From an optimization exercise on the open Yosys and OpenROAD flow, aimed at small area, a short achievable clock period and few clock cycles; shortcuts taken in it are not production practice. The RTL was checked by simulation tests, not by an equivalence proof against the original design. No activity file was given, so power comes from the tool's default toggle rates.

==> v38 <==
Design palert_dec, start of the top module:
module palert_dec (
    input             clk,
    input             rst,           
    input      [15:0] cfg_poly,      
    input      [15:0] cfg_init,      
    input      [31:0] cfg_sync,      
    input      [5:0]  cfg_crc_off,   
    input             cfg_tbo,       
    input             req_valid,
    output            req_ready,
    input             req_write,
    input             req_pkt,       
    input      [6:0]  req_addr,
    input      [31:0] req_wdata,
    output reg        rsp_valid,
    output reg [31:0] rsp_data
);
Settings: LEC_CHECK=0, CAP_MARGIN=40, CORE_MARGIN=2, CORE_UTILIZATION=60, SLEW_MARGIN=20; clock period 12.0 ns.
standard.sh (not shown) runs the stock make flow with config.mk's settings and CLKGATE_MAP_FILE= SYNTH_SCRIPT=/design/flow/synth_recipe.tcl, a recipe that flattens the netlist after the stock synthesis.
==> flow/flow/run.sh <==
#!/bin/bash
# Standard layout with two changes to how it is optimised:
# - the repair steps aim for more setup slack than the 12 ns constraint
#   asks (the constraint itself is unchanged), so the achieved period shrinks;
# - ports are buffered with buf_4 instead of the delay buffer buffer_ports
#   picks by default, which footprint-matched resizing can never swap out.
set -euo pipefail
export SETUP_SLACK_MARGIN=9.0
export TNS_END_PERCENT=20
export BUFFER_PORTS_ARGS="-buffer_cell sky130_fd_sc_hd__buf_4"
bash standard.sh > standard.log 2>&1
==> v31: changes against v38 <==
--- a/flow/design.v
+++ b/flow/design.v
@@ -161,15 +161,16 @@
     endfunction
     wire [21:0] lf_eng  = lform(ne);
     wire [21:0] lf_off  = lform(off_n[6:0]);
     wire [21:0] lf_host = {rq_addr_n[1:0], {4{rq_addr_n[6:2]}}};
     wire        host_a  = !busy_n && !rq_hold;
     wire        host_b  = !busy_n && rq_hold && rq_pkt;
     wire        host_n  = (host_a && req_pkt) || host_b;
-    wire [21:0] lf_n    = host_n ? lf_host : busy_n ? lf_eng : lf_off;
+    wire [21:0] lf_int  = host_b ? lf_host : busy_n ? lf_eng : lf_off;
+    wire [21:0] lf_n    = (host_a && req_pkt) ? lf_host : lf_int;
     reg [31:0] reg_rdata;
     always @(*) begin
         reg_rdata = 32'd0;
         if (rq_addr[6:3] == 4'd0) begin
             case (rq_addr[2:0])
                 R_STATUS: reg_rdata = {25'd0, rc, 1'b0, es, match, tv};
                 R_CFG:    reg_rdata = {31'd0, cfg_tbo};
==> flow/flow/run.sh (replaced) <==
#!/bin/bash
# Standard layout with two changes to how it is optimised:
# - the repair steps aim for more setup slack than the 12 ns constraint
#   asks (the constraint itself is unchanged), so the achieved period shrinks;
# - ports are buffered with buf_4 instead of the delay buffer buffer_ports
#   picks by default, which footprint-matched resizing can never swap out.
set -euo pipefail
export SETUP_SLACK_MARGIN=8.8
export TNS_END_PERCENT=100
export BUFFER_PORTS_ARGS="-buffer_cell sky130_fd_sc_hd__buf_4"
bash standard.sh > standard.log 2>&1
- CTS_CLUSTER_DIAMETER: default -> 100
- CTS_CLUSTER_SIZE: default -> 30
==> v32: changes against v38 <==
--- a/flow/design.v
+++ b/flow/design.v
@@ -34,15 +34,14 @@
     reg        f_inb1, f_inb2, f_inb4, f_inb64, f_crcrun, f_crcbad, f_offbig;
     reg        rdy;
     reg        rq_hold;       
     reg        rq_v, rq_wr, rq_pkt;
     reg [6:0]  rq_addr;
     reg [31:0] rq_wd;
     reg        rq_wofs, rq_wlen, rq_wplen, rq_wval, rq_wcmd;   
-    reg        rq_legal;      
     assign req_ready = rdy;
     reg        busy;
     reg [1:0]  mode;
     reg        fin;           
     reg [6:0]  cnt;           
     reg [7:0]  vb;            
     reg [6:0]  fldp;          
@@ -76,41 +75,37 @@
     end
     wire [15:0] step_out = {8'd0, crc_r[15:8]} ^ tx;
     wire        x_go   = rq_v && !busy && (wu_done || rq_pkt);
     wire        x_cmd  = x_go && rq_wcmd;
     wire [7:0]  w_opc  = rq_wd[7:0];
     wire [1:0]  w_ord  = rq_wd[9:8];
     wire [3:0]  w_sel  = rq_wd[15:12];
-    wire [4:0]  okey   = {w_opc[5:4], w_opc[2:0]};
-    function legal(input [31:0] w);
-        reg rsvd, fn, fo, fs;
-        begin
-            rsvd = (w[31:16] != 16'd0) || (w[11:10] != 2'd0);
-            fn   = !rsvd && (w[9:8] == 2'd0) && (w[15:12] == 4'd0);
-            fo   = !rsvd && (w[9:8] != 2'd3) && (w[15:12] == 4'd0);
-            fs   = !rsvd && (w[9:8] == 2'd0);
-            case (w[7:0])
-                8'h01, 8'h02, 8'h03, 8'h04, 8'h05, 8'h10,
-                8'h20, 8'h21, 8'h22, 8'h23, 8'h24, 8'h30, 8'h31: legal = fn;
-                8'h11, 8'h12, 8'h13:                             legal = fo;
-                8'h14, 8'h15:                                    legal = fs;
-                default:                                         legal = 1'b0;
-            endcase
-        end
-    endfunction
-    wire        d_legal = rq_legal;
+    wire        w_rsvd = (rq_wd[31:16] != 16'd0) || (rq_wd[11:10] != 2'd0);
+    wire        fmt_n_ok = !w_rsvd && (w_ord == 2'd0) && (w_sel == 4'd0);
+    wire        fmt_o_ok = !w_rsvd && (w_ord != 2'd3) && (w_sel == 4'd0);
+    wire        fmt_s_ok = !w_rsvd && (w_ord == 2'd0);
+    reg         d_legal;
+    always @(*) begin
+        case (w_opc)
+            8'h01, 8'h02, 8'h03, 8'h04, 8'h05, 8'h10,
+            8'h20, 8'h21, 8'h22, 8'h23, 8'h24, 8'h30, 8'h31: d_legal = fmt_n_ok;
+            8'h11, 8'h12, 8'h13:                             d_legal = fmt_o_ok;
+            8'h14, 8'h15:                                    d_legal = fmt_s_ok;
+            default:                                         d_legal = 1'b0;
+        endcase
+    end
     reg x_start;
     always @(*) begin
         x_start = 1'b0;
         if (x_cmd && d_legal)
-            case (okey)
-                5'b00_010:            x_start = f_crcrun;
-                5'b00_100:            x_start = !f_offbig;
-                5'b11_000, 5'b11_001: x_start = f_inb64;
-                default:              x_start = 1'b0;
+            case (w_opc)
+                8'h02:        x_start = f_crcrun;
+                8'h04:        x_start = !f_offbig;
+                8'h30, 8'h31: x_start = f_inb64;
+                default:      x_start = 1'b0;
             endcase
     end
     wire eng_done = (mode == M_TBL) || fin || (mode == M_CRC && cnt == 7'd0);
     wire busy_n   = busy ? !eng_done : x_start;
     wire       rq_v_n    = !rq_hold ? req_valid : (rq_v && !x_go);
     wire       rq_pkt_n  = !rq_hold ? req_pkt   : rq_pkt;
     wire [6:0] rq_addr_n = !rq_hold ? req_addr  : rq_addr;
@@ -237,15 +232,14 @@
             rq_addr <= req_addr;
             rq_wd   <= req_wdata;
             rq_wofs  <= req_valid && req_write && !req_pkt && req_addr == {4'd0, R_OFF};
             rq_wlen  <= req_valid && req_write && !req_pkt && req_addr == {4'd0, R_LEN};
             rq_wplen <= req_valid && req_write && !req_pkt && req_addr == {4'd0, R_PLEN};
             rq_wval  <= req_valid && req_write && !req_pkt && req_addr == {4'd0, R_VAL};
             rq_wcmd  <= req_valid && req_write && !req_pkt && req_addr == {4'd0, R_CMD};
-            rq_legal <= legal(req_wdata);
         end
     end
     integer k;
     always @(posedge clk) begin
         rsp_data <= rq_pkt ? {24'd0, b0} : reg_rdata;
         {ps, lw0, lw1, lw2, lw3} <= lf_n;
         {f_inb1, f_inb2, f_inb4, f_inb64, f_crcrun, f_crcbad, f_offbig} <= rst ? 7'd0 : bf_n;
@@ -323,88 +317,88 @@
             end
             if (x_cmd) begin
                 fin <= 1'b0;
                 if (!d_legal) begin
                     rc <= RC_ILLEGAL;
                     es <= 1'b1;
                 end else begin
-                    case (okey)
-                    5'b00_001: begin                               
+                    case (w_opc)
+                    8'h01: begin                                   
                         tv <= 1'b1;
                         rc <= RC_OK;
                     end
-                    5'b00_010: begin                               
+                    8'h02: begin                                   
                         if (f_crcbad) begin
                             rc <= RC_INVALID;
                             es <= 1'b1;
                         end else begin
                             tv    <= 1'b1;
                             rc    <= RC_OK;
                             crc_r <= cfg_init;
                             mode  <= M_CRC;
                             vb    <= b0;
                             cnt   <= len_r[6:0] - 7'd1;
                         end
                     end
-                    5'b00_011: begin                               
+                    8'h03: begin                                   
                         match <= (crc_r == val_r[15:0]);
                         rc    <= (crc_r == val_r[15:0]) ? RC_OK : RC_CORRUPT;
                     end
-                    5'b00_100: begin                               
+                    8'h04: begin                                   
                         if (f_offbig) begin
                             rc <= RC_INVALID;
                             es <= 1'b1;
                         end else begin
                             tv   <= 1'b1;
                             rc   <= RC_OK;
                             mode <= M_TBL;
                             vb   <= off_r[7:0] ^ crc_r[7:0];
                             cnt  <= 7'd0;
                         end
                     end
-                    5'b00_101: begin                               
+                    8'h05: begin                                   
                         es <= 1'b0;
                         rc <= RC_OK;
                     end
-                    5'b01_000, 5'b01_001, 5'b01_010, 5'b01_011, 5'b01_100, 5'b01_101: begin
-                        if (okey[2:0] == 3'd4 && w_sel >= 4'd4) begin
+                    8'h10, 8'h11, 8'h12, 8'h13, 8'h14, 8'h15: begin
+                        if (w_opc == 8'h14 && w_sel >= 4'd4) begin
                             rc <= RC_UNKSEL;
                             es <= 1'b1;
-                        end else if ((okey[2:0] == 3'd0 && !f_inb1) ||
-                                     ((okey[2:0] == 3'd1 || okey[2:0] == 3'd3 ||
-                                       okey[2:0] == 3'd5) && !f_inb2) ||
-                                     ((okey[2:0] == 3'd2 || okey[2:0] == 3'd4) && !f_inb4)) begin
+                        end else if ((w_opc == 8'h10 && !f_inb1) ||
+                                     ((w_opc == 8'h11 || w_opc == 8'h13 ||
+                                       w_opc == 8'h15) && !f_inb2) ||
+                                     ((w_opc == 8'h12 || w_opc == 8'h14) && !f_inb4)) begin
                             rc <= RC_INVALID;
                             es <= 1'b1;
                         end else begin
                             rc    <= RC_OK;
                             val_r <= val_get;
                         end
                     end
-                    5'b10_000: begin                               
+                    8'h20: begin                                   
                         val_r <= {val_r[31:16], val_r[7:0], val_r[15:8]};
                         rc    <= RC_OK;
                     end
-                    5'b10_001: begin                               
+                    8'h21: begin                                   
                         val_r <= {val_r[7:0], val_r[15:8], val_r[23:16], val_r[31:24]};
                         rc    <= RC_OK;
                     end
-                    5'b10_010: begin                               
+                    8'h22: begin                                   
                         val_r <= {val_r[15:0], val_r[31:16]};
                         rc    <= RC_OK;
                     end
-                    5'b10_011: begin                               
+                    8'h23: begin                                   
                         val_r <= {val_r[23:16], val_r[31:24], val_r[7:0], val_r[15:8]};
                         rc    <= RC_OK;
                     end
-                    5'b10_100: begin                               
+                    8'h24: begin                                   
                         val_r <= {{16{val_r[15]}}, val_r[15:0]};
                         rc    <= RC_OK;
                     end
-                    5'b11_000: begin                               
+                    8'h30: begin                                   
                         if (!f_inb64) begin
                             rc <= RC_INVALID;
                             es <= 1'b1;
                         end else begin
                             mode <= M_SYNC;
                             cnt  <= 7'd0;
                         end
- CORE_UTILIZATION: 60 -> 75
==> qor summary <==
                                                                                  v32                v31               v38
Total CTS buffers                                                                 139                 56               145
Slowest cell on crit path                                                           -            dfxtp_2           dfxtp_4
Worst Setup EP                                                                      -       rsp_data[24]      rsp_data[31]
Run status                                                  aborted with a tool error  no timing/DRC/antenna violations  no timing/DRC/antenna violations
Last stage reached                                     clock tree synthesis (4_1_cts)                  -                 -
Combinational gate power                                                            -          0.00213 W         0.00204 W
Worst stage delay on the critical path                                              -            0.37 ns           0.35 ns
Stages on worst setup path                                                          -                  1                 1
Worst max-slew margin expressed relative to the limit                               -              40.6%             39.3%
Drt total wl                                                                        -          200000 µm         193000 µm
Switching share of total power                                                      -              28.4%             26.8%
Area delta synth->final                                                             -              15.7%             18.9%
Global route total overflow                                                         -                  0                 0
GR met1 Demand/Resource                                                             -              52.2%             48.4%
Placed Area                                                                0.0658 mm²         0.0660 mm²        0.0656 mm²
Total area of multi-input combinational cells                                       -         0.0239 mm²        0.0231 mm²
Antenna Cells                                                                       -                  1                 1
Static power due to leakage                                                         -            24.9 nW           25.3 nW
Wire length of the first global-routing pass                                        -          285000 µm         277000 µm
Buffer and inverter count on the worst path                                         -                  1                 1
Endpoint of the worst hold path                                                     -  tb[0][11]$_DFF_P_  tb[4][2]$_DFF_P_
Buffer count from post-CTS setup fixing                                           185                148               103
Testbench counts of v38, summed over its fixed seeds: cycles 14,855.
Testbench counts of v31, summed over its fixed seeds: cycles 14,855.
Testbench counts of v32, summed over its fixed seeds: cycles 14,855.

## separate check: timing with driven ports
The flow's constraints put no driver on any port. The routed layouts listed below were extracted and timed again, unchanged, in two steps.
Step 1 assumes that a clkbuf_16 drives the clock port and a buf_2 every other input.
Step 2, shift: input delay + t, output delay - t, t = (earliest + latest rising clock arrival at the registers) / 2. This alone moves slack from input paths to output paths.
Three values: ideal ports, drivers, drivers and shift; two values: the first two.
run | t, ns | slack for setup (ns) | slew at the worst register clock pin (ns)
v38 | 0.855 | 8.334 / 8.256 / 8.060 | 0.07 / 0.07
v31 | 0.797 | 8.419 / 8.341 / 7.908 | 0.12 / 0.12
After both steps every run listed still meets setup and hold. For v31, which loses most, drivers alone change the setup slack by -0.078 ns; drivers and shift together by -0.511 ns.
